Context: an optimization exercise on an open-source flow, tuned for small area, a short achievable clock period and few clock cycles. The choices shown serve that exercise and are no tape-out recipe.
Only simulation tests tie the RTL to the original design; equivalence was not proved.
Power is estimated from default activity; no workload was simulated.

// ca_core
module ca_core (
    input  wire        clk,
    input  wire        rst,
    output wire        imem_en,
    output wire [9:0]  imem_addr,
    input  wire [47:0] imem_rdata,
    output reg         dmem_en,
    output reg         dmem_we,
    output reg  [9:0]  dmem_addr,
    output reg  [31:0] dmem_wdata,
    input  wire [31:0] dmem_rdata,
    input  wire        in_valid,
    input  wire [31:0] in_tick,
    input  wire [20:0] in_char,
    output wire        in_ack,
    output wire        out_valid,
    output wire [20:0] out_data,
    output reg         halted,
    output reg         faulted,
    output reg  [2:0]  fault_code,
    output reg  [31:0] tick,
    output reg  [31:0] icount
);
Size in the first run: ~5800 cells after synthesis, roughly 540 flip-flops, roughly 280 I/O pins.
==> flow/config.mk <==
export PLATFORM = sky130hd
export DESIGN_NAME = ca_core
export DESIGN_NICKNAME = ca_core
export VERILOG_FILES = /design/flow/design.v
export SDC_FILE = /design/flow/constraint.sdc
export NUM_CORES = 4
export LEC_CHECK = 0
export CAP_MARGIN = 20
export CORE_MARGIN = 2
export CORE_UTILIZATION = 32
export SLEW_MARGIN = 20
==> flow/constraint.sdc <==
create_clock -name core_clock -period 15.0 [get_ports {clk}]
set_input_delay 3.0000 -clock core_clock [delete_from_list [all_inputs] [get_ports {clk}]]
set_output_delay 3.0000 -clock core_clock [all_outputs]
set_load 0.01 [all_outputs]
standard.sh (not shown) runs the stock make flow with config.mk's settings and CLKGATE_MAP_FILE= SYNTH_SCRIPT=/design/flow/synth_recipe.tcl, a recipe that flattens the netlist after the stock synthesis.
==> flow/flow/run.sh <==
#!/bin/bash
set -euo pipefail
bash standard.sh SETUP_SLACK_MARGIN=8.5 finish > standard.log 2>&1
Testbench counts at the start, summed over its fixed seeds: cycles 26,875.
Then changed:
--- a/flow/config.mk
+++ b/flow/config.mk
@@ -8,4 +8,4 @@
 export CAP_MARGIN = 20
 export CORE_MARGIN = 2
-export CORE_UTILIZATION = 32
+export CORE_UTILIZATION = 40
 export SLEW_MARGIN = 20
Outcome: Combinational power falls by about 5%; worst setup slack is better by 0.053 ns; power came out lower by 1.5%.
Then changed:
==> flow/flow/run.sh (replaced) <==
#!/bin/bash
set -euo pipefail
bash standard.sh SETUP_SLACK_MARGIN=9 finish > standard.log 2>&1
Effect: Fmax climbs by about 1.4%. Sequential cell count does not change. Die area does not change. Combinational power came out higher by about 7%. Clock-buffer cell count is higher by 3. Critical path depth went up by 3. Hold slack loses 0.0089 ns.

* * *

ca_core, a different RTL version from the one above (not shown whole).
Size: about 540 flip-flops, ~49000 um2 of cells after synthesis.
Settings: LEC_CHECK=0, CAP_MARGIN=20, CORE_MARGIN=2, CORE_UTILIZATION=40, SLEW_MARGIN=20; clock period 15.0 ns.
==> flow/flow/run.sh <==
#!/bin/bash
set -euo pipefail
bash standard.sh SETUP_SLACK_MARGIN=9.5 finish > standard.log 2>&1
Testbench counts at the start, summed over its fixed seeds: cycles 26,875.
Then changed:
==> flow/flow/run.sh (replaced) <==
#!/bin/bash
set -euo pipefail
bash standard.sh SETUP_SLACK_MARGIN=8 finish > standard.log 2>&1
Fmax goes down by 3.9%.
Routed wire length is lower by 7.7%.
Power falls by about 5%.
Cell count decreases by 4.1%.

* * *

Another version of the RTL of ca_core (not shown whole).
For scale: ~5800 cells after synthesis, roughly 540 flip-flops, about 0.049 mm^2 of cells after synthesis.
==> flow/config.mk <==
export PLATFORM = sky130hd
export DESIGN_NAME = ca_core
export DESIGN_NICKNAME = ca_core
export VERILOG_FILES = /design/flow/design.v
export SDC_FILE = /design/flow/constraint.sdc
export NUM_CORES = 4
export LEC_CHECK = 0
export CAP_MARGIN = 20
export CORE_MARGIN = 2
export CORE_UTILIZATION = 55
export SLEW_MARGIN = 20
==> flow/constraint.sdc <==
create_clock -name core_clock -period 15.0 [get_ports {clk}]
set_input_delay 3.0000 -clock core_clock [delete_from_list [all_inputs] [get_ports {clk}]]
set_output_delay 3.0000 -clock core_clock [all_outputs]
set_load 0.01 [all_outputs]
==> flow/flow/run.sh <==
#!/bin/bash
set -euo pipefail
bash standard.sh SETUP_SLACK_MARGIN=8.5 finish > standard.log 2>&1
Testbench counts at the start, summed over its fixed seeds: cycles 26,875.
Change:
CORE_UTILIZATION = 40   (was 55)
The changed run went through all stages and came out clean.
First-iteration DRC count went down by 11%.
Die area went up by about 37%.
Via count went down by 1.8%.
Global-route usage went down by 12 points.

==> static timing again, ports no longer ideal <==
Ports are ideal in the flow. The routed layouts listed here were re-timed in OpenROAD.
Step 1, drivers: a clkbuf_16 drives clk and a buf_2 each remaining input, both assumed.
Step 2, shift: input delay + t, output delay - t, t = (earliest + latest rising clock arrival at the registers) / 2. This alone moves slack from input paths to output paths.
Slacks: ideal / step 1 / step 2; pairs: ideal / step 1.
| run | shift t [ns] | setup WS [ns] | hold slack, ns | worst data-port slew with drivers (ns) |
|---|---|---|---|---|
| the first run of note 1 | 0.763 | 8.404 / 8.323 / 8.324 | 0.430 / 0.430 / 0.430 | 0.20 |
| the second run of note 1 | 0.754 | 8.457 / 8.456 / 8.342 | 0.429 / 0.429 / 0.429 | 0.09 |
| the third run of note 1 | 0.770 | 8.544 / 8.544 / 8.325 | 0.421 / 0.421 / 0.421 | 0.08 |
| the first run of note 2 | 0.752 | 8.304 / 8.304 / 8.304 | 0.457 / 0.457 / 0.457 | 0.05 |
| the second run of note 2 | 0.740 | 8.030 / 7.947 / 8.124 | 0.424 / 0.424 / 0.424 | 0.04 |
| the first run of note 3 | 0.787 | 8.325 / 8.325 / 7.969 | 0.427 / 0.427 / 0.427 | 0.09 |
| the second run of note 3 | 0.752 | 8.517 / 8.437 / 8.245 | 0.440 / 0.440 / 0.440 | 0.08 |
After both steps every run listed still meets setup and hold. For the first run of note 3, which loses most, drivers alone change the setup slack by 0.000 ns; drivers and shift together by -0.356 ns.
